Background: an optimization exercise with open tools, aiming at small area. Do not read the settings as production practice. Only simulation tests tie the RTL to the original design; equivalence was not proved. Power is estimated from default activity; no workload was simulated.

<file path="flow/design.v">
module ooktx (
    input  wire        clk,
    input  wire        rst,
    input  wire        us_tick,
    input  wire        bus_sel,
    input  wire        bus_wr,
    input  wire [4:0]  bus_addr,
    input  wire [31:0] bus_wdata,
    output reg  [31:0] bus_rdata,
    output wire        bus_err,
    output wire        ook_out
);
    localparam [1:0] PH_IDLE = 2'd0, PH_BIT = 2'd1, PH_GAP = 2'd2;
    reg [1:0]  cmd_var;
    reg        cmd_act;
    reg [3:0]  cmd_unit;
    reg [7:0]  cmd_reps;
    reg [31:0] ident;
    reg        st_done, st_errbusy, st_errvar;
    reg [31:0] now;
    reg [1:0]  cv;                  
    reg        ca;                  
    reg [25:0] cid;                 
    reg        cuok;                
    reg [1:0]  cx;                  
    reg [7:0]  creps;
    reg [1:0]  ph;
    reg [7:0]  rep;
    reg [2:0]  rpl;
    reg [8:0]  k;                   
    reg [8:0]  wc;                  
    reg        pin;
    reg        dl;                  
    assign ook_out = pin;
    wire       lrn   = ~cv[1] & ~cv[0];
    wire       hle   = cv[1];
    wire       hok   = cx[1];
    wire       valid = ~(cv[1] & cv[0]);
    wire [2:0] hv    = {cid[6] & cid[5], cid[6] & ~cid[5], cid[4]};
    wire [2:0] uv    = {cid[3] | (cid[2] & (cid[1] | cid[0])), ~(cid[1] ^ cid[0]), ~cid[0]};
    wire [5:0] q  = k[8:3];         
    wire [2:0] kb = k[2:0];         
    reg [3:0] tnd;
    always @* begin
        case ({hle, hok, cuok})
            3'b000, 3'b100:         tnd = 4'd3;
            3'b001, 3'b010, 3'b101: tnd = 4'd7;
            3'b011:                 tnd = 4'd11;
            3'b110:                 tnd = 4'd9;
            default:                tnd = 4'd13;
        endcase
    end
    wire q_hi = q[5] | q[4];
    wire tlt  = ~q_hi & (q[3:0] < tnd);
    wire tend = ~q_hi & (q[3:0] == tnd + 4'd1);
    wire [3:0] p    = q[3:0] - {2'b00, hle & hok, 1'b0};
    wire [2:0] f1   = hok ? hv : uv;
    wire [2:0] g    = p[2] ? uv : f1;
    wire       gsel = p[2] ? (hok & cuok) : (hok | cuok);
    reg        gb;
    always @* begin
        case (p[1:0])
            2'd1:    gb = g[2];
            2'd2:    gb = g[1];
            2'd3:    gb = g[0];
            default: gb = 1'b0;
        endcase
    end
    wire [1:0] ps   = {hok & cuok, hok ^ cuok};      
    wire       td   = ~q_hi & ((~p[3] & gsel & gb)
                             | (p == {ps, 1'b0, ~hle})
                             | ((p == {ps, 2'b10}) & ca));
    wire id_slot = (q != 6'd0) && (q <= 6'd26);
    reg  lv;
    always @* begin
        case (q)
            6'd28:   lv = ~ca;
            6'd29:   lv = 1'b1;
            6'd30:   lv = 1'b1;
            6'd31:   lv = cx[0];
            6'd32:   lv = cx[1];
            default: lv = id_slot & cid[25];
        endcase
    end
    wire inr  = ~q[5] | (cuok & (q[4:1] == 4'd0));
    wire lend = (k == {4'b1001, cuok, 4'b0101});    
    reg fnext;
    always @* begin
        fnext = 1'b0;
        if (lrn) begin
            case (kb)
                3'd1: fnext = (q[5:1] != 5'd0) & inr & ~dl;    
                3'd2: fnext = (q != 6'd0) & inr;                
                3'd3: fnext = lv;                               
                default: ;
            endcase
        end else begin
            case (kb)
                3'd3, 3'd7: fnext = tlt;                        
                3'd4, 3'd5: fnext = td;                         
                default: ;
            endcase
        end
    end
    function [31:0] inc(input [31:0] a, input ci);
        integer i;
        reg c;
        begin
            c = ci;
            for (i = 0; i < 32; i = i + 1) begin
                inc[i] = a[i] ^ c;
                c = c & a[i];
            end
        end
    endfunction
    wire       busy    = ph[0] | ph[1];
    wire       tb      = us_tick & busy;
    function [8:0] wm1(input [1:0] v, input gap);
        wm1 = gap ? 9'd349 : (v == 2'd0) ? 9'd249 : v[1] ? 9'd419 : 9'd349;
    endfunction
    wire       wend    = (wc == wm1(cv, ph[1]));    
    wire       se      = tb & wend;                 
    wire       kend    = ph[0] ? (lrn ? lend : (tend & (kb == 3'd7)))
                               : (k == 9'd99);
    wire       rpl4    = rpl[2];
    wire       gtop    = se & ph[1] & kend;         
    wire [7:0] rep_inc = inc({24'd0, rep}, gtop);   
    wire       replast = (rep_inc == creps);        
    wire       fend    = se & ph[0] & kend;         
    wire       gend    = gtop;
    wire [31:0] t_now  = inc(now, us_tick);
    wire [1:0]  t_ph   = (fend & rpl4) ? PH_GAP :
                         gend ? (replast ? PH_IDLE : PH_BIT) : ph;
    wire        t_busy = t_ph[0] | t_ph[1];
    wire        t_done = st_done | (gend & replast);
    wire        k_clr  = se & kend;
    wire        p_clr  = fend & rpl4;
    wire [8:0]  t_k    = {9{~k_clr}} & inc({23'd0, k}, se);
    wire [2:0]  t_rpl  = {3{~p_clr}} & inc({29'd0, rpl}, fend);
    wire [7:0]  t_rep  = rep_inc;                   
    wire        t_pin  = se ? ((ph[0] & ~kend) ? fnext : t_ph[0]) : pin;
    wire        rot    = se & ph[0] & lrn & (kb == 3'd3) & id_slot;
    wire       a_ok   = (bus_addr[1:0] == 2'b00);
    wire [2:0] reg_ix = bus_addr[4:2];
    assign bus_err    = ~a_ok | (reg_ix == 3'd7);
    wire       wr     = bus_sel & bus_wr & a_ok;
    wire       wr_cmd = wr & (reg_ix == 3'd0);
    wire       wr_id  = wr & (reg_ix == 3'd1);
    wire       start  = wr & (reg_ix == 3'd2) & bus_wdata[0];
    wire       wr_st  = wr & (reg_ix == 3'd3);
    wire       wr_now = wr & (reg_ix == 3'd4) & ~t_busy;
    wire       acc    = start & ~t_busy & ~(cmd_var[1] & cmd_var[0]);
    wire [15:0] len  = ~valid ? 16'd0 :
                       lrn    ? {7'd0, 4'b1001, cuok, 4'b0110} :
                                {9'd0, tnd + 4'd2, 3'b000};
    wire        oor  = valid & ~(cuok & (lrn | hok));
    wire s_cmd = a_ok & (reg_ix == 3'd0);
    wire s_id  = a_ok & (reg_ix == 3'd1);
    wire s_st  = a_ok & (reg_ix == 3'd3);
    wire s_now = a_ok & (reg_ix == 3'd4);
    wire s_len = a_ok & (reg_ix == 3'd5);
    wire s_pos = a_ok & (reg_ix == 3'd6);
    wire s_rep = s_pos & t_busy;
    wire s_bit = s_pos & t_ph[0];
    always @* begin
        bus_rdata = ({32{s_id}} & ident) | ({32{s_now}} & t_now)
                  | {16'd0, {16{s_cmd}} & {cmd_reps, cmd_unit, 1'b0, cmd_act, cmd_var}}
                  | {24'd0, {8{s_st}} & {t_ph, t_pin, oor, st_errvar, st_errbusy, t_done, t_busy}}
                  | ({32{s_len}} & len)
                  | {{8{s_rep}} & t_rep, 5'd0, {3{s_bit}} & t_rpl, 7'd0, {9{s_bit}} & t_k};
    end
    wire uok_l = ~cmd_unit[3] & (cmd_unit[2] ? (~cmd_unit[1] & ~cmd_unit[0])
                                             : (cmd_unit[1] | cmd_unit[0]));
    wire [3:0] iu = ident[3:0];
    wire uok_4 = ~iu[3] & (iu[2] ? (~iu[1] & ~iu[0]) : (iu[1] | iu[0]));
    wire uok_8 = (~iu[3] & (iu[2] | iu[1] | iu[0])) | (iu == 4'd8);
    wire hok_t = ident[7] & (ident[6] | ident[5]);
    wire        c_ld  = wr_cmd & ~rst, c_kp  = ~wr_cmd & ~rst;
    wire        i_ld  = wr_id & ~rst,  i_kp  = ~wr_id & ~rst;
    wire        n_ld  = wr_now & ~rst, n_stp = ~wr_now & ~rst;
    wire [14:0] cmd_q = {cmd_reps, cmd_unit, cmd_act, cmd_var};
    wire [14:0] cmd_w = {bus_wdata[15:4], bus_wdata[2:0]};
    wire [14:0] cmd_d = ({15{c_ld}} & cmd_w) | ({15{c_kp}} & cmd_q)
                      | {5'd0, rst, 5'd0, rst, 3'd0};
    wire id_ld = acc & ~rst, id_rot = rot & ~acc & ~rst, id_kp = ~id_ld & ~id_rot;
    wire       go    = acc & (cmd_reps != 8'd0) & ~rst;
    always @(posedge clk) begin
        wc  <= {9{~(se | go)}} & inc({23'd0, wc}, tb);
        k   <= {9{~go}} & t_k;
        rep <= {8{~go}} & t_rep;
        rpl <= {3{~go}} & t_rpl;
        cid <= ({26{id_ld}} & ident[25:0]) | ({26{id_rot}} & {cid[24:0], cid[25]})
             | ({26{id_kp}} & cid);
        {cmd_reps, cmd_unit, cmd_act, cmd_var} <= cmd_d;
        ident <= ({32{i_ld}} & bus_wdata) | ({32{i_kp}} & ident);
        now   <= ({32{n_ld}} & bus_wdata) | ({32{n_stp}} & t_now);
    end
    always @(posedge clk) begin
        if (rst) begin
            st_done    <= 1'b0;
            st_errbusy <= 1'b0;
            st_errvar  <= 1'b0;
            cv         <= 2'd3;
            ph         <= PH_IDLE;
            pin        <= 1'b0;
        end else begin
            ph      <= t_ph;
            pin     <= t_pin;
            st_done <= t_done & ~(wr_st & bus_wdata[1]);
            if (se & ph[0] & (kb == 3'd3)) dl <= lv;
            if (wr_st & bus_wdata[2]) st_errbusy <= 1'b0;
            if (wr_st & bus_wdata[3]) st_errvar  <= 1'b0;
            if (start & t_busy) st_errbusy <= 1'b1;
            if (start & ~t_busy & cmd_var[1] & cmd_var[0]) st_errvar <= 1'b1;
            if (acc) begin
                cv    <= cmd_var;
                ca    <= cmd_act;
                creps <= cmd_reps;
                cuok  <= (cmd_var == 2'd0) ? uok_l : cmd_var[1] ? uok_4 : uok_8;
                cx    <= {(cmd_var == 2'd0) ? (uok_l & cmd_unit[0]) : hok_t,
                          uok_l & (cmd_unit[1] ^ cmd_unit[0])};
                st_done <= (cmd_reps == 8'd0);
                if (cmd_reps != 8'd0) begin
                    ph  <= PH_BIT;
                    pin <= 1'b1;
                end
            end
        end
    end
endmodule
</file>
<file path="flow/flow/run.sh">
#!/bin/bash
set -euo pipefail
W=$(pwd)
cat > "$W/own_synth.tcl" <<EOF
proc abc {args} {
  set i [lsearch -exact \$args -script]
  if {\$i >= 0} { lset args [expr {\$i + 1}] {$W/flow/area.abc} }
  yosys abc {*}\$args
}
source {$W/synth_recipe.tcl}
EOF
sed "s#/synth_recipe\.tcl#/own_synth.tcl#" standard.sh > own_standard.sh
grep -q own_synth.tcl own_standard.sh
bash own_standard.sh "BUFFER_PORTS_ARGS=-buffer_cell sky130_fd_sc_hd__buf_1" \
    "CTS_ARGS=-sink_clustering_enable -repair_clock_nets -buf_list sky130_fd_sc_hd__clkbuf_8 -dont_use_dummy_load" \
    finish > "$W/orfs_make.log" 2>&1
test -s out/final.def
</file>
<file path="flow/flow/area.abc">
strash
ifraig
dc2
&get -n
&st
&dch
&nf -R 1000 -p
&st
&synch2
&nf -R 1000 -p
&put
</file>
<file path="flow/standard.sh">
#!/bin/bash
# synth_recipe.tcl (not shown) runs the flow's synth.tcl, then flattens the netlist and writes it again
# the make line also repeats each setting of config.mk as NAME=value (left out here)
make -C /OpenROAD-flow-scripts/flow DESIGN_CONFIG=/design/flow/config.mk WORK_HOME=/design/flow/orfs CLKGATE_MAP_FILE= SYNTH_SCRIPT=/design/flow/synth_recipe.tcl "${@:-finish}"
</file>
<file path="flow/config.mk">
export PLATFORM = sky130hd
export DESIGN_NAME = ooktx
export DESIGN_NICKNAME = ooktx
export VERILOG_FILES = /design/flow/design.v
export SDC_FILE = /design/flow/constraint.sdc
export NUM_CORES = 4
export LEC_CHECK = 0
export CAP_MARGIN = 0
export CORE_MARGIN = 2
export CORE_UTILIZATION = 60
export CTS_BUF_LIST = sky130_fd_sc_hd__clkbuf_8
export SLEW_MARGIN = 0
</file>
<file path="flow/constraint.sdc">
create_clock -name core_clock -period 20.0 [get_ports {clk}]
set_input_delay 4.0000 -clock core_clock [delete_from_list [all_inputs] [get_ports {clk}]]
set_output_delay 4.0000 -clock core_clock [all_outputs]
set_load 0.01 [all_outputs]
</file>
==> results of run 1 <==
-- metrics by stage --
step	hold slack, ns	total power (µW)	cell area [µm²]	instances
floorplan	0.423	328	7120	707
global route	0.460	518	7940	954
global placement	0.431	338	7700	937
finish	0.445	499	7940	954
detailed placement	0.435	338	7700	937
CTS	0.448	503	7940	954
-- critical path, delay by kind of cell --
kind / cells / cell delay (ns)
adder cells (fa/ha/maj): 31 / 5.76
AO/OA/AOI/OAI: 1 / 0.34
buffers and inverters: 3 / 0.40
-- logic make-up (layout without fill, tap and decap cells) --
logic type	Yosys count	count (layout)	share of synthesized area, %
AOI/OAI and AO/OA	213	213	23.4
xor gates and xnor gates	21	21	2.58
adders and majority gates	72	72	12.7
buffers and inverters	32	136	1.69
DFF	155	155	45.4
muxes	2	2	0.299
and+or+nand+nor	212	212	14.0
-- synthesized netlist by cell type, types with 4 or more instances --
cell / instances / area [µm²]
sky130_fd_sc_hd__dfxtp_1: 142 / 2840
sky130_fd_sc_hd__nand2_1: 96 / 360
sky130_fd_sc_hd__a22o_1: 84 / 736
sky130_fd_sc_hd__ha_1: 72 / 901
sky130_fd_sc_hd__nor2_1: 43 / 161
sky130_fd_sc_hd__a22oi_1: 40 / 300
sky130_fd_sc_hd__clkinv_1: 32 / 120
sky130_fd_sc_hd__nor2b_1: 22 / 138
sky130_fd_sc_hd__o21ai_0: 20 / 100
sky130_fd_sc_hd__a21oi_1: 17 / 85.1
sky130_fd_sc_hd__a222oi_1: 17 / 170
sky130_fd_sc_hd__edfxtp_1: 13 / 390
sky130_fd_sc_hd__xnor2_1: 11 / 96.3
sky130_fd_sc_hd__xor2_1: 10 / 87.6
sky130_fd_sc_hd__nor4_1: 8 / 50.1
sky130_fd_sc_hd__nor3_1: 7 / 35.0
sky130_fd_sc_hd__nand3_1: 6 / 30.0
sky130_fd_sc_hd__o211ai_1: 6 / 45.0
sky130_fd_sc_hd__a31oi_1: 5 / 31.3
sky130_fd_sc_hd__nor3b_1: 5 / 37.5
sky130_fd_sc_hd__o21a_1: 5 / 37.5
sky130_fd_sc_hd__o221ai_1: 4 / 35.0
sky130_fd_sc_hd__or3_1: 4 / 25.0
-- how the worst max path moves through the flow --
stage / endpoint / slack, ns / depth (start not counted)
after floorplan: bus_rdata[30] / 6.09 / 33
after global placement: bus_rdata[30] / 5.58 / 35
after detailed placement: bus_rdata[30] / 5.49 / 35
after CTS: bus_rdata[30] / 5.48 / 35
after global routing: bus_rdata[30] / 5.20 / 35
final: bus_rdata[30] / 5.47 / 35
-- registers in the layout (all words and copies together), names as in the netlist, 2 cells and up --
signal,flops
now,32
cmd_var,2
wc,9
rep,8
k,9
cv,2
cx,2
ident,32
rpl,3
cmd_reps,8
creps,8
ph,2
cmd_unit,4
cid,26
-- report_power, final --
part	switching (µW)	internal [µW]	total, µW	leakage (µW)
combinational	11.7	5.21	16.9	0.00203
sequential	0.846	314	314	0.00127
clock	93.3	74.8	168	0.000122
total	106	394	499	0.00342
-- layout make-up --
type | count | area [µm²]
multi-input cells | 520 | 3800
well taps | 143 | 179
flip-flops and latches | 155 | 3230
repair buffers | 87 | 372
inverters | 32 | 120
clock buffers | 17 | 234
fillers | 942 | 3580
-- routing by layer --
metal | up-vias | GRT usage (%)
met5 | - | 0
met4 | 0 | 10.0
met3 | 26 | 6.86
met2 | 253 | 48.0
met1 | 2885 | 40.8
li1 | 2894 | -
==> out/results.md, run 1 <==
| Parameter | Value |
|---|---|
| Routability congestion estimate | 0.882 |
| Flop2flop setup slack | 13.14 ns |
| Mean routed wirelength per cell | 19.4 µm |
| Total Wirelength | 18.5 mm |
| Final setup TNS | 0 ns |
| Clk buf depth | 2 |
| Share of synthesized flip-flops with an asynchronous set or reset | 0% |
| Critical Path Source Type | input pin |
| Unrepaired setup endpoints after global routing | false |
| Portion of the clock cycle consumed by the worst path in the final layout | 72.6% |
| Detailed-route wire length on metal 1 | 8.26 mm |
| Setup slack after placement | 5.49 ns |
| Setup fix buffers added after clock tree synthesis | 0 |
| Power per standard cell area | 62.9 nW/µm² |
| Leakage power of the design | 0.00342 µW |
| Crit Reg-Reg Endpoint | wc[3] |
| Kind of critical path | input pin to output port |
| Final Core Density | 68.9% |
| Wire length on met3 | 1.32 mm |
| Leading cell type in the layout, fill and taps excluded | sky130_fd_sc_hd__dfxtp_1 |
| WP data required | 16.00 ns |
| Clock sink count | 155 |
| Remaining global-route overflow | 0 |
| Hold Vio Cnt, Final | 0 |
| Minimum clock period after layout | 14.53 ns |
| Iteration-0 DRC count of the detailed router | 509 |
| Share of cells above drive strength 1 | 4.56% |
| Clock skew | 0.0333 ns |
| Via count of the first global-routing pass | 6051 |
| Vias after detailed routing | 6058 |
| Via-per-instance ratio | 6.35 |
| H-tree depth reported by CTS | 4 |
| Hold_buf cts | 0 |
| First-pass GRT wire length | 30.2 mm |
| Source of the worst hold timing path | cid[15] |
| Input/output buffers | 75 |
| Post-Synthesis Cells | 707 |
| Relative slew margins | 15.4% |
| Number of enable flip-flop cells after synthesis | 13 |
| Core Region | 11500 µm² |
| Initial Util | 61.8% |
| Clock root buffer | sky130_fd_sc_hd__clkbuf_8 |
| Post-synthesis area per instance | 10.1 µm² |
| # DRC | 0 |
| Worst vdd rail ir drop | 0.0584 mV |
| WHS Path Cells | 2 |
| Category of the worst setup path capture point | output port |
| Nets in the synthesized netlist | 821 |
| CP Data Arrival Time | 10.53 ns |
| Number of setup violations in the final report | 0 |
| Most common cell type on the critical path | sky130_fd_sc_hd__ha_1 |
| PostCTS Resize Cnt | 0 |
| Status | complete, no violations |
| Clock latency of the later-clocked register in the worst-skew pair | 0.45 ns |
| Final Slew Violations | 0 |
| Ports placed on the boundary | 76 |
| Die outline area | 12700 µm² |
| Number of warning messages in the yosys log | 1 |
| Worst-Margin Slew | 1.26 ns |
| Top library cells by usage in the layout, fill and taps aside | sky130_fd_sc_hd__dfxtp_1 (142), sky130_fd_sc_hd__nand2_1 (96), sky130_fd_sc_hd__a22o_1 (84) |
| Top routing layer in use | met4 |
| Total CTS buffers | 17 |
| Placement row count | 39 |
| Routed length on met2 | 8.58 mm |
| Primary flip-flop cell chosen by synthesis mapping | sky130_fd_sc_hd__dfxtp_1 |
| ANT cells | 0 |
| Fmax | 68.8 MHz |
| Gr usage total | 30.1% |
| Detailed placement HPWL | 13.5 mm |
| Max FO, Critical Path | 2 |
| Critical Path Slowest Stage Cell | sky130_fd_sc_hd__a222oi_1 |
| Number of violations of the max-capacitance limit | 0 |
| CTS tree | done |
| Class of the most critical hold timing path | register to register |
| Initial antenna violation count | 0 |
| Die width | 113 µm |
| Number of synthesized register bits | 155 |
| Post-synthesis cell type count | 45 |
| Part of the Yosys area used for sequential elements | 45.4% |
| Min setup slack post-route | 5.47 ns |
| Capture endpoint of the worst hold path | cid[15] |
| Synth-to-Final Area Change | 11.5% |
| Reg2reg path depth | 25 |
| Maximum number of pins on one net before global-route repair | 40 |
| RR Startpoint | cuok |
| Worst setup path startpoint | us_tick |
| Number of nets still failing antenna checks after routing | 0 |
| Synthesized cell area | 7120 µm² |
| Y dimension of the die | 113 µm |
| Detailed-routing iteration count for the pre-antenna-repair pass | 17 |
| CP max stage delay | 0.34 ns |
| Clock transition at the register clock pins on the worst setup and hold paths after CTS | 0.08 ns |
| Final-stage net count | 927 |
==> run 2, diff against run 1 <==
==> flow/flow/area.abc (replaced) <==
strash
dc2
&get -n
&st
&dch
&nf -R 1000 -p
&st
&synch2
&nf -R 1000 -p
&put
==> run 2 against run 1 <==
Largest cell class unchanged. Final cell count grew 0.10%. First-iteration DRC count grew 23%. Routed wire length grew 0.66%. Total power grew 0.70%. Sequential share of layout area is essentially flat. Clock skew shrank 0.0086 ns. Non-clock buffer count shrank 2. Worst setup slack gained 0.012 ns. Largest power group unchanged. Worst hold slack lost 0.0063 ns. Sequential power is essentially flat.
==> out/results.md, run 2 <==
| Parameter | Value | vs previous |
|---|---|---|
| Category of the worst setup path capture point | output port | unchanged |
| Input/output buffers | 75 | unchanged |
| Total Wirelength | 18.7 mm | was 18.5 mm |
| Class of the most critical hold timing path | register to register | unchanged |
| Die outline area | 12800 µm² | was 12700 µm² |
| Top delay family on crit path | adder cells | unchanged |
| Relative slew margins | 23.7% | was 15.4% |
| Die width | 113 µm | about the same |
| WP data required | 16.00 ns | about the same |
| Synth top area cells | sky130_fd_sc_hd__dfxtp_1 (40%), sky130_fd_sc_hd__ha_1 (13%), sky130_fd_sc_hd__a22o_1 (10%) | unchanged |
| Largest regs | ident (32), now (32), cid (26) | unchanged |
| Routability congestion estimate | 0.894 | was 0.882 |
| Critical Path Source Type | input pin | unchanged |
| Mean routed wirelength per cell | 19.5 µm | was 19.4 µm |
| Post-synthesis area per instance | 10.0 µm² | was 10.1 µm² |
| Leading cell type in the layout, fill and taps excluded | sky130_fd_sc_hd__dfxtp_1 | unchanged |
| Setup slack after placement | 5.50 ns | was 5.49 ns |
| Worst-Margin Slew | 1.14 ns | was 1.26 ns |
| PostCTS Resize Cnt | 0 | unchanged |
| First-pass GRT wire length | 30.4 mm | was 30.2 mm |
| Initial Util | 61.8% | about the same |
| Maximum number of pins on one net before global-route repair | 41 | was 40 |
| Reg2reg path depth | 30 | was 25 |
| Number of violations of the max-capacitance limit | 0 | unchanged |
| WHS Path Cells | 2 | unchanged |
| Detailed placement HPWL | 13.3 mm | was 13.5 mm |
| Minimum clock period after layout | 14.52 ns | was 14.53 ns |
| Power per standard cell area | 63.4 nW/µm² | was 62.9 nW/µm² |
| Final setup TNS | 0 ns | unchanged |
| Ports placed on the boundary | 76 | unchanged |
| Synth-to-Final Area Change | 11.5% | about the same |
| Cell count after placement | 938 | was 937 |
| Setup fix buffers added after clock tree synthesis | 0 | unchanged |
| Vias after detailed routing | 6220 | was 6058 |
| Number of setup violations in the final report | 0 | unchanged |
| Synth area leader | sky130_fd_sc_hd__dfxtp_1 | unchanged |
| Cell count along the critical path | 35 | unchanged |
| Iteration-0 DRC count of the detailed router | 625 | was 509 |
| Via count of the first global-routing pass | 5965 | was 6051 |
| Y dimension of the die | 113 µm | about the same |
| Post-Synth Adder-Cell Area | 12.7% | about the same |
| CP Data Arrival Time | 10.52 ns | was 10.53 ns |
| Kind of critical path | input pin to output port | unchanged |
| CP max stage delay | 0.33 ns | was 0.34 ns |
| Status | complete, no violations | unchanged |
| Clock skew | 0.0246 ns | was 0.0333 ns |
| Clock root buffer | sky130_fd_sc_hd__clkbuf_8 | unchanged |
| Gr usage total | 30.2% | was 30.1% |
| Core Region | 11500 µm² | unchanged |
| CTS tree | done | unchanged |
| Share of synthesized flip-flops with an asynchronous set or reset | 0% | unchanged |
| Basic-gate share of the synthesized area counting and, or, nand and nor cells | 14.4% | was 14.0% |
| Most common cell type on the critical path | sky130_fd_sc_hd__ha_1 | unchanged |
| H-tree depth reported by CTS | 4 | unchanged |
| Min setup slack post-route | 5.48 ns | was 5.47 ns |
| Clock sink count | 155 | unchanged |
| Number of enable flip-flop cells after synthesis | 13 | unchanged |
| Portion of the clock cycle consumed by the worst path in the final layout | 72.6% | about the same |
| Top cell types by occurrence after synthesis | sky130_fd_sc_hd__dfxtp_1 (142), sky130_fd_sc_hd__nand2_1 (90), sky130_fd_sc_hd__a22o_1 (82) | was sky130_fd_sc_hd__dfxtp_1 (142), sky130_fd_sc_hd__nand2_1 (96), sky130_fd_sc_hd__a22o_1 (84) |
| Fraction of the mapped netlist area in compound gates | 22.9% | was 23.4% |
| Remaining global-route overflow | 0 | unchanged |
| Number of synthesized register bits | 155 | unchanged |
| Area share of the leading cell type in the synthesized netlist | 39.9% | about the same |
| Nets in the synthesized netlist | 824 | was 821 |
| Xor-xnor portion of the synthesized cell area | 2.58% | about the same |
| Part of the Yosys area used for sequential elements | 45.4% | about the same |
| Post-synthesis cell type count | 44 | was 45 |
| Post-Synthesis Cells | 710 | was 707 |
| Top library cells by usage in the layout, fill and taps aside | sky130_fd_sc_hd__dfxtp_1 (142), sky130_fd_sc_hd__nand2_1 (90), sky130_fd_sc_hd__a22o_1 (82) | was sky130_fd_sc_hd__dfxtp_1 (142), sky130_fd_sc_hd__nand2_1 (96), sky130_fd_sc_hd__a22o_1 (84) |
| Number of warning messages in the yosys log | 1 | unchanged |
| Number of non-filler instances in the completed layout | 955 | was 954 |
| Most numerous cell in the Yosys netlist | sky130_fd_sc_hd__dfxtp_1 | unchanged |
| Fmax | 68.9 MHz | was 68.8 MHz |
| Final-stage net count | 928 | was 927 |
| Clock latency of the later-clocked register in the worst-skew pair | 0.45 ns | about the same |
| Dominant combinational cell family by area after synthesis | compound AO/OA/AOI/OAI gates | unchanged |
| ANT cells | 0 | unchanged |
| Buffers & Inverters on Critical Path | 3 | unchanged |
| # DRC | 0 | unchanged |
| Hold Vio Cnt, Final | 0 | unchanged |
| Clock transition at the register clock pins on the worst setup and hold paths after CTS | 0.07 ns | was 0.08 ns |
| Clk buf depth | 2 | unchanged |
| Hold_buf cts | 0 | unchanged |
| Leakage power of the design | 0.00343 µW | was 0.00342 µW |
| Total CTS buffers | 17 | unchanged |
| Max FO, Critical Path | 2 | unchanged |
| Worst vdd rail ir drop | 0.0570 mV | was 0.0584 mV |
| Share of cells above drive strength 1 | 4.68% | was 4.56% |
| Share of synthesized area spent on multiplexers | 0.158% | was 0.299% |
| Detailed-routing iteration count for the pre-antenna-repair pass | 17 | unchanged |
| Critical Path Slowest Stage Cell | sky130_fd_sc_hd__a222oi_1 | unchanged |
| Final Slew Violations | 0 | unchanged |
| Unrepaired setup endpoints after global routing | false | unchanged |
| Via-per-instance ratio | 6.51 | was 6.35 |
| Synthesized cell area | 7120 µm² | about the same |
| Primary flip-flop cell chosen by synthesis mapping | sky130_fd_sc_hd__dfxtp_1 | unchanged |
| Number of nets still failing antenna checks after routing | 0 | unchanged |
| Placement row count | 39 | unchanged |
| Initial antenna violation count | 0 | unchanged |
==> run 2: cell count changes in the layout (fill, tap and decap cells not counted), moves of 4 or more <==
cell and change:
sky130_fd_sc_hd__a22oi_1 -4, sky130_fd_sc_hd__and2_0 +7, sky130_fd_sc_hd__and3_1 +12, sky130_fd_sc_hd__nand2_1 -6, sky130_fd_sc_hd__nand2b_1 +4, sky130_fd_sc_hd__nand3_1 +4
sky130_fd_sc_hd__nor2b_1 -18, sky130_fd_sc_hd__nor3_1 +6, sky130_fd_sc_hd__o211ai_1 -4
==> run 2: cell families after synthesis <==
family	Yosys count
AOI/OAI and AO/OA	209
xor gates and xnor gates	21
adders and majority gates	72
buffers and inverters	35
DFF	155
muxes	1
and+or+nand+nor	217
==> run 2: area by class of cell <==
type	count	area, µm²
inverters	35	131
flip-flops and latches	155	3230
fillers	951	3580
well taps	143	179
repair buffers	85	357
multi-input cells	520	3800
clock buffers	17	234
==> run 2: power breakdown <==
part / switching [µW] / internal, µW / leakage, µW / total [µW]
clock network: 97.0 / 74.9 / 0.000122 / 172
registers: 0.804 / 314 / 0.00127 / 314
logic: 11.7 / 4.98 / 0.00203 / 16.7
total: 110 / 393 / 0.00343 / 503
==> run 2: tightest hold or removal path, delay by kind of cell, from the launching register on <==
kind	cells	cell delay (ns)
flops	1	0.31
simple gates	2	0.09
==> run 2: final timing paths <==
check / start / endpoint / slack, ns
worst max-delay path: us_tick / bus_rdata[30] / 5.48
worst min-delay path: cid[22] / cid[22] / 0.44
worst max register to register: cuok / cid[25] / 12.11
worst min register to register: cid[22] / cid[22] / 0.44
==> run 2: metrics by stage <==
| step | hold slack (ns) | total power (µW) | instance area, µm² | util [%] |
|---|---|---|---|---|
| 2_1_floorplan | 0.416 | 328 | 7120 | - |
| 4_1_cts | 0.439 | 505 | 7940 | 68.9 |
| 3_5_place_dp | 0.429 | 338 | 7700 | 66.9 |
| 5_1_grt | 0.455 | 519 | 7940 | 68.9 |
| 6_report | 0.438 | 503 | 7940 | 68.9 |
| 3_3_place_gp | 0.425 | 337 | 7700 | 66.9 |
==> run 2: metal layers <==
| layer | global-route usage, % | wire length (µm) |
|---|---|---|
| met1 | 43.0 | 8460 |
| met2 | 46.5 | 8200 |
| met3 | 5.73 | 1580 |
| met4 | 10.6 | 422 |
| met5 | 0 | 0 |
==> run 3, diff against run 2 <==
==> flow/flow/area.abc (replaced) <==
strash
dc2
&get -n
&st
&dch
&nf -R 1000 -p -F 8 -A 4
&st
&synch2
&nf -R 1000 -p -F 8
&put
==> run 3 against run 2 <==
Final cell count is the same. Core utilization increased by 0.15 points. Non-clock buffer count is 2 higher. Worst setup slack worse by 0.049 ns. Highest routed layer unchanged. Clock power about the same. Clock-buffer cell count did not move. Total power barely moved. Largest power group unchanged. Worst hold slack about the same. Cell area rose by 0.22%. Synthesized cell count is 0.28% lower.
==> out/results.md, run 3 <==
| Parameter | Value | vs previous |
|---|---|---|
| Status | complete, no violations | unchanged |
| H-tree depth reported by CTS | 4 | unchanged |
| Critical Path Slowest Stage Cell | sky130_fd_sc_hd__a222oi_1 | unchanged |
| Die outline area | 12800 µm² | about the same |
| Hold Vio Cnt, Final | 0 | unchanged |
| Most numerous cell in the Yosys netlist | sky130_fd_sc_hd__dfxtp_1 | unchanged |
| Number of warning messages in the yosys log | 1 | unchanged |
| Fraction of power consumed by the clock network | 34.1% | was 34.2% |
| Clk buf depth | 2 | unchanged |
| Clock root buffer | sky130_fd_sc_hd__clkbuf_8 | unchanged |
| Synth-to-Final Area Change | 11.7% | was 11.5% |
| Leakage power of the design | 0.00342 µW | was 0.00343 µW |
| Top library cells by usage in the layout, fill and taps aside | sky130_fd_sc_hd__dfxtp_1 (142), sky130_fd_sc_hd__nand2_1 (88), sky130_fd_sc_hd__a22o_1 (82) | was sky130_fd_sc_hd__dfxtp_1 (142), sky130_fd_sc_hd__nand2_1 (90), sky130_fd_sc_hd__a22o_1 (82) |
| Final setup TNS | 0 ns | unchanged |
| Number of setup violations in the final report | 0 | unchanged |
| Area share of the leading cell type in the synthesized netlist | 39.9% | about the same |
| Remaining global-route overflow | 0 | unchanged |
| Switching Fraction | 21.8% | about the same |
| Total Wirelength | 19.1 mm | was 18.7 mm |
| Minimum clock period after layout | 14.56 ns | was 14.52 ns |
| RR Startpoint | cuok | unchanged |
| Number of nets still failing antenna checks after routing | 0 | unchanged |
| Via-per-instance ratio | 6.52 | was 6.51 |
| Fmax | 68.7 MHz | was 68.9 MHz |
| Number of non-filler instances in the completed layout | 955 | unchanged |
| Number of violations of the max-capacitance limit | 0 | unchanged |
| Post-synthesis cell type count | 46 | was 44 |
| # DRC | 0 | unchanged |
| Relative slew margins | 25.4% | was 23.7% |
| Mean routed wirelength per cell | 20.1 µm | was 19.5 µm |
| CP Data Arrival Time | 10.56 ns | was 10.52 ns |
| Total CTS buffers | 17 | unchanged |
| Final-stage net count | 928 | unchanged |
| Internal power of the cells | 394 µW | was 393 µW |
| Clock transition at the register clock pins on the worst setup and hold paths after CTS | 0.07 ns | about the same |
| Synthesized cell area | 7120 µm² | about the same |
| Power per standard cell area | 63.3 nW/µm² | was 63.4 nW/µm² |
| Setup slack after placement | 5.48 ns | was 5.50 ns |
| CTS tree | done | unchanged |
| Gr usage total | 30.9% | was 30.2% |
| Ports placed on the boundary | 76 | unchanged |
| Initial antenna violation count | 0 | unchanged |
| Unrepaired setup endpoints after global routing | false | unchanged |
| Post-synthesis area per instance | 10.1 µm² | was 10.0 µm² |
| First-pass GRT wire length | 30.5 mm | was 30.4 mm |
| WP data required | 16.00 ns | about the same |
| Leading cell type in the layout, fill and taps excluded | sky130_fd_sc_hd__dfxtp_1 | unchanged |
| Logic gate share of total power | 3.4% | was 3.3% |
| Nets in the synthesized netlist | 822 | was 824 |
| Maximum number of pins on one net before global-route repair | 35 | was 41 |
| Input/output buffers | 75 | unchanged |
| Worst vdd rail ir drop | 0.0509 mV | was 0.0570 mV |
| Max FO, Critical Path | 2 | unchanged |
| Y dimension of the die | 113 µm | about the same |
| Min setup slack post-route | 5.44 ns | was 5.48 ns |
| Part of the Yosys area used for sequential elements | 45.4% | about the same |
| Detailed placement HPWL | 13.7 mm | was 13.3 mm |
| WHS Path Cells | 2 | unchanged |
| Clock latency of the later-clocked register in the worst-skew pair | 0.47 ns | was 0.45 ns |
| Number of enable flip-flop cells after synthesis | 13 | unchanged |
| Initial Util | 61.8% | about the same |
| CP max stage delay | 0.34 ns | was 0.33 ns |
| Critical Path Source Type | input pin | unchanged |
| Final Core Density | 69.1% | was 68.9% |
| Routability congestion estimate | 0.906 | was 0.894 |
| Synth top area cells | sky130_fd_sc_hd__dfxtp_1 (40%), sky130_fd_sc_hd__ha_1 (13%), sky130_fd_sc_hd__a22o_1 (10%) | unchanged |
| ANT cells | 0 | unchanged |
| Vias after detailed routing | 6225 | was 6220 |
| Detailed-routing iteration count for the pre-antenna-repair pass | 20 | was 17 |
| Kind of critical path | input pin to output port | unchanged |
| Placement row count | 39 | unchanged |
| Largest regs | ident (32), now (32), cid (26) | unchanged |
| Setup fix buffers added after clock tree synthesis | 0 | unchanged |
| Top cell types by occurrence after synthesis | sky130_fd_sc_hd__dfxtp_1 (142), sky130_fd_sc_hd__nand2_1 (88), sky130_fd_sc_hd__a22o_1 (82) | was sky130_fd_sc_hd__dfxtp_1 (142), sky130_fd_sc_hd__nand2_1 (90), sky130_fd_sc_hd__a22o_1 (82) |
| Clock skew | 0.0311 ns | was 0.0246 ns |
| Core Region | 11500 µm² | unchanged |
| Number of synthesized register bits | 155 | unchanged |
| Iteration-0 DRC count of the detailed router | 790 | was 625 |
| Via count of the first global-routing pass | 5911 | was 5965 |
| Top delay family on crit path | adder cells | unchanged |
| Worst-Margin Slew | 1.11 ns | was 1.14 ns |
| PostCTS Resize Cnt | 0 | unchanged |
| P_sw | 110 µW | about the same |
| Most common cell type on the critical path | sky130_fd_sc_hd__ha_1 | unchanged |
| Primary flip-flop cell chosen by synthesis mapping | sky130_fd_sc_hd__dfxtp_1 | unchanged |
| Portion of the clock cycle consumed by the worst path in the final layout | 72.8% | was 72.6% |
| Source of the worst hold timing path | cid[24] | was cid[22] |
| Die width | 113 µm | about the same |
| Post-Synthesis Cells | 708 | was 710 |
| Part of the total power dissipated in sequential elements | 62.5% | about the same |
| Final Slew Violations | 0 | unchanged |
| Share of synthesized flip-flops with an asynchronous set or reset | 0% | unchanged |
| Cell count along the critical path | 35 | unchanged |
| Clock sink count | 155 | unchanged |
| Cell count after placement | 938 | unchanged |
| Reg2reg path depth | 29 | was 30 |
| Share of cells above drive strength 1 | 4.93% | was 4.68% |
| Worst setup path startpoint | us_tick | unchanged |
| Buffers & Inverters on Critical Path | 3 | unchanged |
| Synth area leader | sky130_fd_sc_hd__dfxtp_1 | unchanged |
| Worst hold slack | 0.438 ns | about the same |
| Category of the worst setup path capture point | output port | unchanged |
| Hold_buf cts | 0 | unchanged |
| Class of the most critical hold timing path | register to register | unchanged |
[run 3: cells by family after synthesis]
logic type | count (synthesis) | synth area share (%)
AOI/OAI and AO/OA | 208 | 22.9
xor gates and xnor gates | 22 | 2.71
adders and majority gates | 72 | 12.7
buffers and inverters | 35 | 1.85
DFF | 155 | 45.4
muxes | 1 | 0.158
and+or+nand+nor | 215 | 14.4
[run 3: path summary, 6_finish.rpt]
check | endpoint | slack (ns)
max | bus_rdata[30] | 5.44
min | cid[24] | 0.44
max reg2reg | k[3] | 11.39
min reg2reg | cid[24] | 0.44
[run 3: metrics by stage]
| step | area [µm²] | total power (µW) |
|---|---|---|
| finish | 7950 | 503 |
| global placement | 7720 | 338 |
| detailed placement | 7720 | 338 |
| floorplan | 7120 | 328 |
| CTS | 7950 | 505 |
| global route | 7950 | 522 |
[run 3: final cells by class]
class,count,area [µm²]
multi-input cells,518,3800
fillers,968,3560
flip-flops and latches,155,3230
repair buffers,87,372
clock buffers,17,234
well taps,143,179
inverters,35,131
[run 3: worst register-to-register path, delay by kind of cell, from the launching register on]
family | cells | cell delay [ns]
compound gates | 4 | 1.37
simple gates | 11 | 3.29
xor+xnor | 2 | 0.37
mux | 1 | 0.32
fa+ha+maj | 9 | 2.01
flops | 1 | 0.54
buf+inv | 2 | 0.60
[run 3: power groups by stage]
| stage | Sequential, µW | Clock, µW | Combinational, µW |
|---|---|---|---|
| 6_report | 314 | 172 | 17.2 |
| 5_1_grt | 314 | 189 | 18.4 |
| 4_1_cts | 314 | 174 | 16.8 |
| 3_5_place_dp | 321 | 0 | 16.7 |
| 3_3_place_gp | 321 | 0 | 16.2 |
| 2_1_floorplan | 321 | 0 | 6.48 |
[run 3: routing by layer]
metal	vias to the layer above	share of wire (%)	GRT usage [%]
met3	27	7.7	6.43
met4	0	1.7	10.2
met1	3002	45	42.5
li1	2918	-	-
met5	-	0	0
met2	278	46	49.1
==> run 4, diff against run 3 <==
--- a/flow/flow/run.sh
+++ b/flow/flow/run.sh
@@ -13,5 +13,5 @@
 grep -q own_synth.tcl own_standard.sh
 bash own_standard.sh "BUFFER_PORTS_ARGS=-buffer_cell sky130_fd_sc_hd__buf_1" \
-    "CTS_ARGS=-sink_clustering_enable -repair_clock_nets -buf_list sky130_fd_sc_hd__clkbuf_8 -dont_use_dummy_load" \
+    "CTS_ARGS=-sink_clustering_enable -repair_clock_nets -buf_list sky130_fd_sc_hd__clkbuf_8 -root_buf sky130_fd_sc_hd__clkbuf_2 -dont_use_dummy_load" \
     finish > "$W/orfs_make.log" 2>&1
 test -s out/final.def
==> flow/flow/area.abc (replaced) <==
strash
dc2
&get -n
&st
&dch
&nf -R 1000 -p
&st
&synch2
&nf -R 1000 -p
&put
--- a/flow/config.mk
+++ b/flow/config.mk
@@ -10,3 +10,5 @@
 export CORE_UTILIZATION = 60
 export CTS_BUF_LIST = sky130_fd_sc_hd__clkbuf_8
+export GPL_ROUTABILITY_DRIVEN = 0
+export GPL_TIMING_DRIVEN = 0
 export SLEW_MARGIN = 0
==> run 4 against run 3 <==
Non-clock buffer count unchanged. Fmax decreased by 0.76%. Still clean on timing, DRC and antenna. Clock-buffer cell count unchanged. Highest routed layer unchanged. Critical path depth unchanged. Largest cell class unchanged. Via count decreased by 0.63%.
==> out/results.md, run 4 <==
| Parameter | Value | vs previous |
|---|---|---|
| Remaining global-route overflow | 0 | unchanged |
| Synth top area cells | sky130_fd_sc_hd__dfxtp_1 (40%), sky130_fd_sc_hd__ha_1 (13%), sky130_fd_sc_hd__a22o_1 (10%) | unchanged |
| Area share of the leading cell type in the synthesized netlist | 39.9% | about the same |
| Number of violations of the max-capacitance limit | 0 | unchanged |
| Kind of critical path | input pin to output port | unchanged |
| Iteration-0 DRC count of the detailed router | 663 | was 790 |
| Final Slew Violations | 0 | unchanged |
| Flop2flop setup slack | 12.00 ns | was 11.39 ns |
| Number of synthesized register bits | 155 | unchanged |
| Category of the worst setup path capture point | output port | unchanged |
| Input/output buffers | 75 | unchanged |
| Clock latency of the later-clocked register in the worst-skew pair | 0.82 ns | was 0.47 ns |
| Part of the Yosys area used for sequential elements | 45.4% | about the same |
| Most common cell type on the critical path | sky130_fd_sc_hd__ha_1 | unchanged |
| Ports placed on the boundary | 76 | unchanged |
| Minimum clock period after layout | 14.68 ns | was 14.56 ns |
| Final-stage net count | 930 | was 928 |
| H-tree depth reported by CTS | 4 | unchanged |
| Portion of the clock cycle consumed by the worst path in the final layout | 73.4% | was 72.8% |
| Clock skew | 0.0230 ns | was 0.0311 ns |
| Number of warning messages in the yosys log | 1 | unchanged |
| Setup fix buffers added after clock tree synthesis | 0 | unchanged |
| Relative slew margins | 12.6% | was 25.4% |
| WP data required | 16.00 ns | about the same |
| Status | complete, no violations | unchanged |
| Share of cells above drive strength 1 | 5.04% | was 4.93% |
| Most numerous cell in the Yosys netlist | sky130_fd_sc_hd__dfxtp_1 | unchanged |
| Detailed placement HPWL | 13.6 mm | was 13.7 mm |
| Vias after detailed routing | 6186 | was 6225 |
| Met2 track demand over resource | 47.2% | was 49.1% |
| CTS tree | done | unchanged |
| Worst vdd rail ir drop | 0.0599 mV | was 0.0509 mV |
| Fmax | 68.1 MHz | was 68.7 MHz |
| Worst-Margin Slew | 1.31 ns | was 1.11 ns |
| Largest regs | ident (32), now (32), cid (26) | unchanged |
| Critical Path Source Type | input pin | unchanged |
| Detailed-routing iteration count for the pre-antenna-repair pass | 19 | was 20 |
| Part of the total power dissipated in sequential elements | 62.7% | was 62.5% |
| Final Core Density | 69.9% | was 69.1% |
| Class of the most critical hold timing path | register to register | unchanged |
| Post-Synthesis Cells | 710 | was 708 |
| Leakage power of the design | 0.00346 µW | was 0.00342 µW |
| Number of setup violations in the final report | 0 | unchanged |
| Final setup TNS | 0 ns | unchanged |
| Clock sink count | 155 | unchanged |
| Via count of the first global-routing pass | 5897 | was 5911 |
| Mean routed wirelength per cell | 19.4 µm | was 20.1 µm |
| PostCTS Resize Cnt | 0 | unchanged |
| Global routing usage on met1 | 40.7% | was 42.5% |
| Gr usage total | 30.0% | was 30.9% |
| Synth area leader | sky130_fd_sc_hd__dfxtp_1 | unchanged |
| Via-per-instance ratio | 6.46 | was 6.52 |
| Maximum number of pins on one net before global-route repair | 35 | unchanged |
| Fraction of power consumed by the clock network | 33.8% | was 34.1% |
| Hold Vio Cnt, Final | 0 | unchanged |
| First-pass GRT wire length | 29.8 mm | was 30.5 mm |
| Power per standard cell area | 62.3 nW/µm² | was 63.3 nW/µm² |
| Initial Util | 61.8% | about the same |
| Critical Path Slowest Stage Cell | sky130_fd_sc_hd__a222oi_1 | unchanged |
| CP max stage delay | 0.33 ns | was 0.34 ns |
| Number of nets still failing antenna checks after routing | 0 | unchanged |
| Count of filler cells inserted in the layout | 928 | was 968 |
| P_sw | 111 µW | was 110 µW |
| Y dimension of the die | 113 µm | about the same |
| Die width | 113 µm | about the same |
| Synth-to-Final Area Change | 13.0% | was 11.7% |
| Hold_buf cts | 0 | unchanged |
| Synthesized cell area | 7120 µm² | about the same |
| CP Data Arrival Time | 10.68 ns | was 10.56 ns |
| # DRC | 0 | unchanged |
| Post-synthesis area per instance | 10.0 µm² | was 10.1 µm² |
| Clock root buffer | sky130_fd_sc_hd__clkbuf_2 | was sky130_fd_sc_hd__clkbuf_8 |
| Leading cell type in the layout, fill and taps excluded | sky130_fd_sc_hd__dfxtp_1 | unchanged |
| Switching Fraction | 22.1% | was 21.8% |
| Area of all sequential standard cells | 3230 µm² | unchanged |
| Primary flip-flop cell chosen by synthesis mapping | sky130_fd_sc_hd__dfxtp_1 | unchanged |
| Logic gate share of total power | 3.6% | was 3.4% |
| Die outline area | 12800 µm² | about the same |
| Top cell types by occurrence after synthesis | sky130_fd_sc_hd__dfxtp_1 (142), sky130_fd_sc_hd__nand2_1 (90), sky130_fd_sc_hd__a22o_1 (82) | was sky130_fd_sc_hd__dfxtp_1 (142), sky130_fd_sc_hd__nand2_1 (88), sky130_fd_sc_hd__a22o_1 (82) |
| Unrepaired setup endpoints after global routing | false | unchanged |
| Number of enable flip-flop cells after synthesis | 13 | unchanged |
| Clock transition at the register clock pins on the worst setup and hold paths after CTS | 0.08 ns | was 0.07 ns |
| Internal power of the cells | 391 µW | was 394 µW |
| Placement row count | 39 | unchanged |
| Busiest grt layer | met2 | unchanged |
| Total CTS buffers | 17 | unchanged |
| Share of synthesized flip-flops with an asynchronous set or reset | 0% | unchanged |
| Area of the multi-input gates | 3830 µm² | was 3800 µm² |
| GRT met3 Usage | 8.14% | was 6.43% |
| Core Region | 11500 µm² | unchanged |
| Initial antenna violation count | 1 | was 0 |
| Nets in the synthesized netlist | 824 | was 822 |
| Total Wirelength | 18.6 mm | was 19.1 mm |
| Max FO, Critical Path | 2 | unchanged |
| Top library cells by usage in the layout, fill and taps aside | sky130_fd_sc_hd__dfxtp_1 (142), sky130_fd_sc_hd__nand2_1 (90), sky130_fd_sc_hd__a22o_1 (82) | was sky130_fd_sc_hd__dfxtp_1 (142), sky130_fd_sc_hd__nand2_1 (88), sky130_fd_sc_hd__a22o_1 (82) |
| Post-synthesis cell type count | 44 | was 46 |
| Clk buf depth | 2 | unchanged |
==> run 4: cell families (layout without fill, tap and decap cells) <==
group / after synthesis / count (layout) / synth area share [%]
flops: 155 / 155 / 45.4
other cells: 0 / 1 / 0
compound gates: 209 / 209 / 22.9
xor+xnor: 21 / 21 / 2.58
simple gates: 217 / 217 / 14.4
fa+ha+maj: 72 / 72 / 12.7
mux: 1 / 1 / 0.158
buf+inv: 35 / 139 / 1.85
==> run 4: stage by stage <==
step	hold WS (ns)	std cells	power [µW]	setup slack, ns	cell area [µm²]
3_3_place_gp	0.424	928	336	5.43	7580
4_1_cts	0.440	957	503	5.33	8040
3_5_place_dp	0.430	940	339	5.35	7820
2_1_floorplan	0.416	710	328	6.09	7120
6_report	0.438	958	501	5.32	8050
5_1_grt	0.448	958	518	5.07	8050
==> run 4: path summary, 6_finish.rpt <==
kind / from / endpoint / cells past startpoint
setup / recovery: us_tick / bus_rdata[30] / 35
hold / removal: cid[18] / cid[18] / 2
setup reg to reg: cuok / wc[6] / 29
hold reg to reg: cid[18] / cid[18] / 2
==> run 4: power groups by stage <==
stage	sequential, µW	combinational [µW]	clock, µW
final	314	17.9	169
after global routing	314	19.3	185
after CTS	314	17.5	172
after detailed placement	321	17.4	0
after global placement	321	14.9	0
after floorplan	321	6.47	0
==> run 4: layout make-up <==
class / instances / area share [%]
timing repair buffer: 87 / 5.49
antenna: 1 / 0.0311
inverter: 35 / 1.63
clock buffer: 17 / 2.80
tap: 143 / 2.22
sequential: 155 / 40.2
multi-input combinational: 520 / 47.6
==> run 4: layer usage <==
layer  up-vias  wire [µm]  part of all wire (%)
li1       2932          -                     -
met1      2973       8400                    45
met2       249       8540                    46
met3        32       1410                   7.6
met4         0        241                   1.3
met5         -          0                     0
==> run 4: worst max-delay path: cells and delay by family <==
kind,cells,cell delay [ns]
adder cells (fa/ha/maj),31,5.97
AO/OA/AOI/OAI,1,0.33
buffers and inverters,3,0.37
==> run 5, diff against run 4 <==
--- a/flow/config.mk
+++ b/flow/config.mk
@@ -10,5 +10,3 @@
 export CORE_UTILIZATION = 60
 export CTS_BUF_LIST = sky130_fd_sc_hd__clkbuf_8
-export GPL_ROUTABILITY_DRIVEN = 0
-export GPL_TIMING_DRIVEN = 0
 export SLEW_MARGIN = 0
==> run 5 against run 4 <==
Register-to-register slack better by 0.13 ns. Non-clock buffer count down 2. Clock skew up 0.0067 ns. Largest power group unchanged. Highest routed layer unchanged.
==> out/results.md, run 5 <==
| Parameter | Value | vs previous |
|---|---|---|
| Setup fix buffers added after clock tree synthesis | 0 | unchanged |
| Mean routed wirelength per cell | 19.5 µm | was 19.4 µm |
| Crit Reg-Reg Endpoint | cid[25] | was wc[6] |
| Relative slew margins | 22.0% | was 12.6% |
| Post-synthesis cell type count | 44 | unchanged |
| Fmax | 68.9 MHz | was 68.1 MHz |
| H-tree depth reported by CTS | 4 | unchanged |
| Via count of the first global-routing pass | 5959 | was 5897 |
| ANT cells | 0 | was 1 |
| Minimum clock period after layout | 14.52 ns | was 14.68 ns |
| Top cell types by occurrence after synthesis | sky130_fd_sc_hd__dfxtp_1 (142), sky130_fd_sc_hd__nand2_1 (90), sky130_fd_sc_hd__a22o_1 (82) | unchanged |
| Worst hold slack | 0.439 ns | was 0.438 ns |
| Number of enable flip-flop cells after synthesis | 13 | unchanged |
| Maximum number of pins on one net before global-route repair | 41 | was 35 |
| Top library cells by usage in the layout, fill and taps aside | sky130_fd_sc_hd__dfxtp_1 (142), sky130_fd_sc_hd__nand2_1 (90), sky130_fd_sc_hd__a22o_1 (82) | unchanged |
| Most numerous cell in the Yosys netlist | sky130_fd_sc_hd__dfxtp_1 | unchanged |
| RR Startpoint | cuok | unchanged |
| Area share of the leading cell type in the synthesized netlist | 39.9% | unchanged |
| Flop2flop setup slack | 12.13 ns | was 12.00 ns |
| Remaining global-route overflow | 0 | unchanged |
| Buffers & Inverters on Critical Path | 3 | unchanged |
| Input/output buffers | 75 | unchanged |
| Detailed-routing iteration count for the pre-antenna-repair pass | 19 | unchanged |
| Final-stage net count | 928 | was 930 |
| Worst-Margin Slew | 1.16 ns | was 1.31 ns |
| Initial Util | 61.8% | unchanged |
| Total Wirelength | 18.6 mm | about the same |
| Number of nets still failing antenna checks after routing | 0 | unchanged |
| Synth-to-Final Area Change | 11.4% | was 13.0% |
| Max FO, Critical Path | 2 | unchanged |
| Core Region | 11500 µm² | unchanged |
| Capture endpoint of the worst hold path | cid[22] | was cid[18] |
| Clock root buffer | sky130_fd_sc_hd__clkbuf_2 | unchanged |
| Share of synthesized flip-flops with an asynchronous set or reset | 0% | unchanged |
| Clock skew | 0.0297 ns | was 0.0230 ns |
| Iteration-0 DRC count of the detailed router | 745 | was 663 |
| Count of filler cells inserted in the layout | 952 | was 928 |
| Reg2reg path depth | 30 | was 29 |
| Hold_buf cts | 0 | unchanged |
| Unrepaired setup endpoints after global routing | false | unchanged |
| Largest regs | ident (32), now (32), cid (26) | unchanged |
| Number of setup violations in the final report | 0 | unchanged |
| Final setup TNS | 0 ns | unchanged |
| Detailed placement HPWL | 13.3 mm | was 13.6 mm |
| CTS tree | done | unchanged |
| Part of the Yosys area used for sequential elements | 45.4% | unchanged |
| Final Slew Violations | 0 | unchanged |
| Initial antenna violation count | 0 | was 1 |
| Placement row count | 39 | unchanged |
| Area after DPL | 7700 µm² | was 7820 µm² |
| WP data required | 16.00 ns | about the same |
| Worst setup path startpoint | us_tick | unchanged |
| Y dimension of the die | 113 µm | unchanged |
| Number of violations of the max-capacitance limit | 0 | unchanged |
| Share of cells above drive strength 1 | 4.68% | was 5.04% |
| Clk buf depth | 2 | unchanged |
| Primary flip-flop cell chosen by synthesis mapping | sky130_fd_sc_hd__dfxtp_1 | unchanged |
| Ports placed on the boundary | 76 | unchanged |
| Post-synthesis area per instance | 10.0 µm² | unchanged |
| WHS Path Cells | 2 | unchanged |
| Summed area of non-filler cells in the final layout | 7930 µm² | was 8050 µm² |
| Class of the most critical hold timing path | register to register | unchanged |
| Clock latency of the later-clocked register in the worst-skew pair | 0.81 ns | was 0.82 ns |
| Cell count along the critical path | 35 | unchanged |
| Worst vdd rail ir drop | 0.0572 mV | was 0.0599 mV |
| PostCTS Resize Cnt | 0 | unchanged |
| Clock sink count | 155 | unchanged |
| Leakage power of the design | 0.00343 µW | was 0.00346 µW |
| Kind of critical path | input pin to output port | unchanged |
| Leading cell type in the layout, fill and taps excluded | sky130_fd_sc_hd__dfxtp_1 | unchanged |
| Gr usage total | 30.3% | was 30.0% |
| Category of the worst setup path capture point | output port | unchanged |
| Status | complete, no violations | unchanged |
| Hold Vio Cnt, Final | 0 | unchanged |
| Portion of the clock cycle consumed by the worst path in the final layout | 72.6% | was 73.4% |
| Top delay family on crit path | adder cells | unchanged |
| Most common cell type on the critical path | sky130_fd_sc_hd__ha_1 | unchanged |
| Setup slack after placement | 5.50 ns | was 5.35 ns |
| Critical Path Source Type | input pin | unchanged |
| Final Power | 500 µW | was 501 µW |
| Synth top area cells | sky130_fd_sc_hd__dfxtp_1 (40%), sky130_fd_sc_hd__ha_1 (13%), sky130_fd_sc_hd__a22o_1 (10%) | unchanged |
| Number of warning messages in the yosys log | 1 | unchanged |
| Synthesized cell area | 7120 µm² | unchanged |
| Total CTS buffers | 17 | unchanged |
| Post-Synthesis Cells | 710 | unchanged |
| Number of synthesized register bits | 155 | unchanged |
| CP Data Arrival Time | 10.52 ns | was 10.68 ns |
| CP max stage delay | 0.32 ns | was 0.33 ns |
| Critical Path Slowest Stage Cell | sky130_fd_sc_hd__a222oi_1 | unchanged |
| # DRC | 0 | unchanged |
| Die outline area | 12800 µm² | unchanged |
| Via-per-instance ratio | 6.44 | was 6.46 |
| First-pass GRT wire length | 30.4 mm | was 29.8 mm |
| Vias after detailed routing | 6147 | was 6186 |
| Power per standard cell area | 63.0 nW/µm² | was 62.3 nW/µm² |
| Nets in the synthesized netlist | 824 | unchanged |
| Routability congestion estimate | 0.894 |  |
| Die width | 113 µm | unchanged |
| Clock transition at the register clock pins on the worst setup and hold paths after CTS | 0.08 ns | about the same |
| Min setup slack post-route | 5.48 ns | was 5.32 ns |
| Synth area leader | sky130_fd_sc_hd__dfxtp_1 | unchanged |
| Source of the worst hold timing path | cid[22] | was cid[18] |
[run 5: cell counts after synthesis]
No cell type changed its count.
[run 5: power by group]
part | total [µW] | switching, µW | internal [µW]
Clock | 169 | 97.1 | 71.5
Combinational | 16.7 | 11.7 | 4.99
Sequential | 314 | 0.812 | 313
[run 5: kinds of logic after synthesis]
| family | after synthesis | synth area share, % |
|---|---|---|
| AND/OR/NAND/NOR | 217 | 14.4 |
| AO/OA/AOI/OAI | 209 | 22.9 |
| flip-flops | 155 | 45.4 |
| adder cells (fa/ha/maj) | 72 | 12.7 |
| buffers and inverters | 35 | 1.85 |
| XOR/XNOR | 21 | 2.58 |
| multiplexers | 1 | 0.158 |
[run 5: layout make-up]
type	count	area, µm²	share of cell area (%)
clock buffers	17	225	2.84
repair buffers	85	357	4.50
inverters	35	131	1.66
flip-flops and latches	155	3230	40.8
multi-input cells	520	3800	48.0
well taps	143	179	2.26
[run 5: tightest hold or removal path, stage by stage (launching register included)]
cell	delay [ns]
sky130_fd_sc_hd__dfxtp_1	0.31
sky130_fd_sc_hd__nand2_1	0.05
sky130_fd_sc_hd__nand2_1	0.04
[run 5: per-layer routing]
layer | routed length [µm] | up-vias | track usage [%]
met3 | 1410 | 29 | 5.41
met4 | 320 | 0 | 10.9
met1 | 8600 | 2920 | 43.0
met5 | 0 | - | 0
met2 | 8310 | 277 | 46.7
li1 | - | 2921 | -
[run 5: how the worst max path moves through the flow]
stage	to	slack [ns]
after floorplan	bus_rdata[30]	6.09
after global placement	bus_rdata[30]	5.57
after detailed placement	bus_rdata[30]	5.50
after CTS	bus_rdata[30]	5.47
after global routing	bus_rdata[30]	5.13
final	bus_rdata[30]	5.48
[run 5: stage by stage]
stage | util, % | instances
5_1_grt | 68.8 | 955
3_3_place_gp | 66.9 | 938
6_report | 68.8 | 955
4_1_cts | 68.8 | 955
3_5_place_dp | 66.9 | 938
2_1_floorplan | - | 710
==> run 6, diff against run 5 <==
--- a/flow/design.v
+++ b/flow/design.v
@@ -41,18 +41,36 @@
     wire [5:0] q  = k[8:3];         
     wire [2:0] kb = k[2:0];         
-    reg [3:0] tnd;
+    wire q_hi = q[5] | q[4];
+    wire [3:0] q4 = q[3:0];
+    reg       tlt0, tend0;
+    reg [3:0] tl8;
     always @* begin
         case ({hle, hok, cuok})
-            3'b000, 3'b100:         tnd = 4'd3;
-            3'b001, 3'b010, 3'b101: tnd = 4'd7;
-            3'b011:                 tnd = 4'd11;
-            3'b110:                 tnd = 4'd9;
-            default:                tnd = 4'd13;
+            3'b000, 3'b100: begin
+                tlt0 = (q4[3:2] == 2'b00) & ~(q4[1] & q4[0]);            
+                tend0 = (q4 == 4'd4);  tl8 = 4'd5;
+            end
+            3'b001, 3'b010, 3'b101: begin
+                tlt0 = ~q4[3] & ~(q4[2] & q4[1] & q4[0]);               
+                tend0 = (q4 == 4'd8);  tl8 = 4'd9;
+            end
+            3'b011: begin
+                tlt0 = ~q4[3] | (~q4[2] & ~(q4[1] & q4[0]));            
+                tend0 = (q4 == 4'd12); tl8 = 4'd13;
+            end
+            3'b110: begin
+                tlt0 = ~q4[3] | (q4[2:0] == 3'd0);                       
+                tend0 = (q4 == 4'd10); tl8 = 4'd11;
+            end
+            default: begin
+                tlt0 = ~(q4[3] & q4[2]) | (q4[1:0] == 2'd0);             
+                tend0 = (q4 == 4'd14); tl8 = 4'd15;
+            end
         endcase
     end
-    wire q_hi = q[5] | q[4];
-    wire tlt  = ~q_hi & (q[3:0] < tnd);
-    wire tend = ~q_hi & (q[3:0] == tnd + 4'd1);
-    wire [3:0] p    = q[3:0] - {2'b00, hle & hok, 1'b0};
+    wire tlt  = ~q_hi & tlt0;
+    wire tend = ~q_hi & tend0;
+    wire       ho   = hle & hok;
+    wire [3:0] p    = ho ? {q4[3] ^ (~q4[2] & ~q4[1]), q4[2] ^ ~q4[1], ~q4[1], q4[0]} : q4;
     wire [2:0] f1   = hok ? hv : uv;
     wire [2:0] g    = p[2] ? uv : f1;
@@ -71,5 +89,5 @@
                              | (p == {ps, 1'b0, ~hle})
                              | ((p == {ps, 2'b10}) & ca));
-    wire id_slot = (q != 6'd0) && (q <= 6'd26);
+    wire id_slot = ~q[5] & (q[4:0] != 5'd0) & ~(q[4] & q[3] & (q[2] | (q[1] & q[0])));
     reg  lv;
     always @* begin
@@ -153,5 +171,5 @@
     wire [15:0] len  = ~valid ? 16'd0 :
                        lrn    ? {7'd0, 4'b1001, cuok, 4'b0110} :
-                                {9'd0, tnd + 4'd2, 3'b000};
+                                {9'd0, tl8, 3'b000};
     wire        oor  = valid & ~(cuok & (lrn | hok));
     wire s_cmd = a_ok & (reg_ix == 3'd0);
--- a/flow/flow/run.sh
+++ b/flow/flow/run.sh
@@ -12,5 +12,6 @@
 sed "s#/synth_recipe\.tcl#/own_synth.tcl#" standard.sh > own_standard.sh
 grep -q own_synth.tcl own_standard.sh
-bash own_standard.sh "BUFFER_PORTS_ARGS=-buffer_cell sky130_fd_sc_hd__buf_1" \
+bash own_standard.sh "ADDER_MAP_FILE=" \
+    "BUFFER_PORTS_ARGS=-buffer_cell sky130_fd_sc_hd__buf_1" \
     "CTS_ARGS=-sink_clustering_enable -repair_clock_nets -buf_list sky130_fd_sc_hd__clkbuf_8 -root_buf sky130_fd_sc_hd__clkbuf_2 -dont_use_dummy_load" \
     finish > "$W/orfs_make.log" 2>&1
==> flow/flow/area.abc (replaced) <==
strash
ifraig
dc2
&get -n
&st
&dch
&nf -R 1000 -p
&st
&synch2
&nf -R 1000 -p
&put
==> run 6 against run 5 <==
Sequential cell count unchanged. Global-route usage increased by 3.1 points. Register-to-register slack improved by 1.8 ns. Routed wire length increased by 6.5%. Clock skew decreased by 0.00076 ns. Critical endpoint is now bus_rdata[31]. Sequential share of layout area increased by 0.96 points. Still clean on timing, DRC and antenna. Synthesized cell count increased by 9.7%.
==> out/results.md, run 6 <==
| Parameter | Value | vs previous |
|---|---|---|
| Hold_buf cts | 0 | unchanged |
| Clk buf depth | 2 | unchanged |
| Post-Synthesis Cells | 779 | was 710 |
| Detailed-routing iteration count for the pre-antenna-repair pass | 7 | was 19 |
| Number of enable flip-flop cells after synthesis | 13 | unchanged |
| Status | complete, no violations | unchanged |
| Number of warning messages in the yosys log | 1 | unchanged |
| Relative slew margins | 22.8% | was 22.0% |
| Category of the worst setup path capture point | output port | unchanged |
| Die width | 111 µm | was 113 µm |
| Clock skew | 0.0290 ns | was 0.0297 ns |
| Primary flip-flop cell chosen by synthesis mapping | sky130_fd_sc_hd__dfxtp_1 | unchanged |
| Final Slew Violations | 0 | unchanged |
| Synth area leader | sky130_fd_sc_hd__dfxtp_1 | unchanged |
| Critical Path Source Type | input pin | unchanged |
| Worst hold slack | 0.439 ns | about the same |
| Vias after detailed routing | 6610 | was 6147 |
| Initial Util | 61.0% | was 61.8% |
| Kind of critical path | input pin to output port | unchanged |
| Worst vdd rail ir drop | 0.0529 mV | was 0.0572 mV |
| Number of violations of the max-capacitance limit | 0 | unchanged |
| First-pass GRT wire length | 33.1 mm | was 30.4 mm |
| Minimum clock period after layout | 12.63 ns | was 14.52 ns |
| Nets in the synthesized netlist | 821 | was 824 |
| CP Data Arrival Time | 8.63 ns | was 10.52 ns |
| Final-stage net count | 930 | was 928 |
| Total Wirelength | 19.8 mm | was 18.6 mm |
| Synthesized cell area | 6910 µm² | was 7120 µm² |
| Clock root buffer | sky130_fd_sc_hd__clkbuf_2 | unchanged |
| Synth-to-Final Area Change | 12.2% | was 11.4% |
| Max FO, Critical Path | 5 | was 2 |
| Share of cells above drive strength 1 | 4.29% | was 4.68% |
| Input/output buffers | 75 | unchanged |
| Post-synthesis area per instance | 8.86 µm² | was 10.0 µm² |
| Fmax | 79.2 MHz | was 68.9 MHz |
| Critical Path Slowest Stage Cell | sky130_fd_sc_hd__and3_1 | was sky130_fd_sc_hd__a222oi_1 |
| Worst-Margin Slew | 1.16 ns | about the same |
| Core Region | 11300 µm² | was 11500 µm² |
| Routability congestion estimate | 0.863 | was 0.894 |
| Clock transition at the register clock pins on the worst setup and hold paths after CTS | 0.08 ns | about the same |
| Synth top area cells | sky130_fd_sc_hd__dfxtp_1 (41%), sky130_fd_sc_hd__nand2_1 (8.1%), sky130_fd_sc_hd__a22o_1 (5.7%) | was sky130_fd_sc_hd__dfxtp_1 (40%), sky130_fd_sc_hd__ha_1 (13%), sky130_fd_sc_hd__a22o_1 (10%) |
| Die outline area | 12400 µm² | was 12800 µm² |
| Class of the most critical hold timing path | register to register | unchanged |
| CTS tree | done | unchanged |
| CP max stage delay | 0.37 ns | was 0.32 ns |
| Maximum number of pins on one net before global-route repair | 35 | was 41 |
| Placement row count | 39 | unchanged |
| Clock latency of the later-clocked register in the worst-skew pair | 0.78 ns | was 0.81 ns |
| Hold Vio Cnt, Final | 0 | unchanged |
## run 6: changes by cell type in the layout (fill, tap and decap cells not counted), sizes merged, moves of 24 or more
cell	change
a22o	-37
ha	-72
nand2	+59
nor2	+24
o21ai	+47
xor2	+27
## run 6: report_power, final
| part | leakage (µW) | internal (µW) | switching, µW |
|---|---|---|---|
| Clock | 0.000119 | 71.5 | 98.3 |
| Sequential | 0.00127 | 314 | 1.97 |
| Combinational | 0.00136 | 5.86 | 13.6 |
| Total | 0.00275 | 391 | 114 |
## run 6: kinds of logic after synthesis
group | after synthesis | synth area share (%)
AOI/OAI and AO/OA | 238 | 24.2
xor gates and xnor gates | 60 | 7.61
buffers and inverters | 14 | 0.761
DFF | 155 | 46.8
muxes | 1 | 0.145
and+or+nand+nor | 311 | 20.5
## run 6: cell type report
cell class	count	area (µm²)	area share (%)
clock buffers	17	225	2.91
inverters	14	52.6	0.678
multi-input cells	610	3660	47.3
flip-flops and latches	155	3230	41.7
well taps	143	179	2.31
repair buffers	90	394	5.09
## run 6: critical path: cells and delay by family
family                    cells  cell delay [ns]
buffers and inverters         2             0.33
xor gates and xnor gates      1             0.17
and+or+nand+nor              17             3.94
AOI/OAI and AO/OA             1             0.19
## run 6: worst paths after layout
check          start             to  slack, ns  depth (start not counted)
max          us_tick  bus_rdata[31]       7.37                         21
min          cid[24]        cid[24]       0.44                          2
max reg2reg    cv[1]          wc[2]      13.96                         21
min reg2reg  cid[24]        cid[24]       0.44                          2
## run 6: through the flow
step | power, µW | worst slack [ns] | util (%)
2_1_floorplan | 331 | 7.97 | -
3_3_place_gp | 341 | 7.63 | 66.4
3_5_place_dp | 342 | 7.50 | 66.4
4_1_cts | 507 | 7.45 | 68.4
5_1_grt | 522 | 6.91 | 68.4
6_report | 505 | 7.37 | 68.4
## run 6: layer usage
layer  routed length, µm  track usage [%]  vias to the layer above
li1                    -                -                     3103
met1                8570             46.0                     3140
met2                9320             52.8                      332
met3                1590             6.78                       35
met4                 369             11.1                        0
met5                   0                0                        -

Setup slack of run 6, layout unchanged: 7.368 ns with ideal ports, 7.342 ns with driving cells assumed (clock clkbuf_16, inputs buf_2), 7.342 ns with port delays also shifted by the 0.802 ns mid clock arrival.
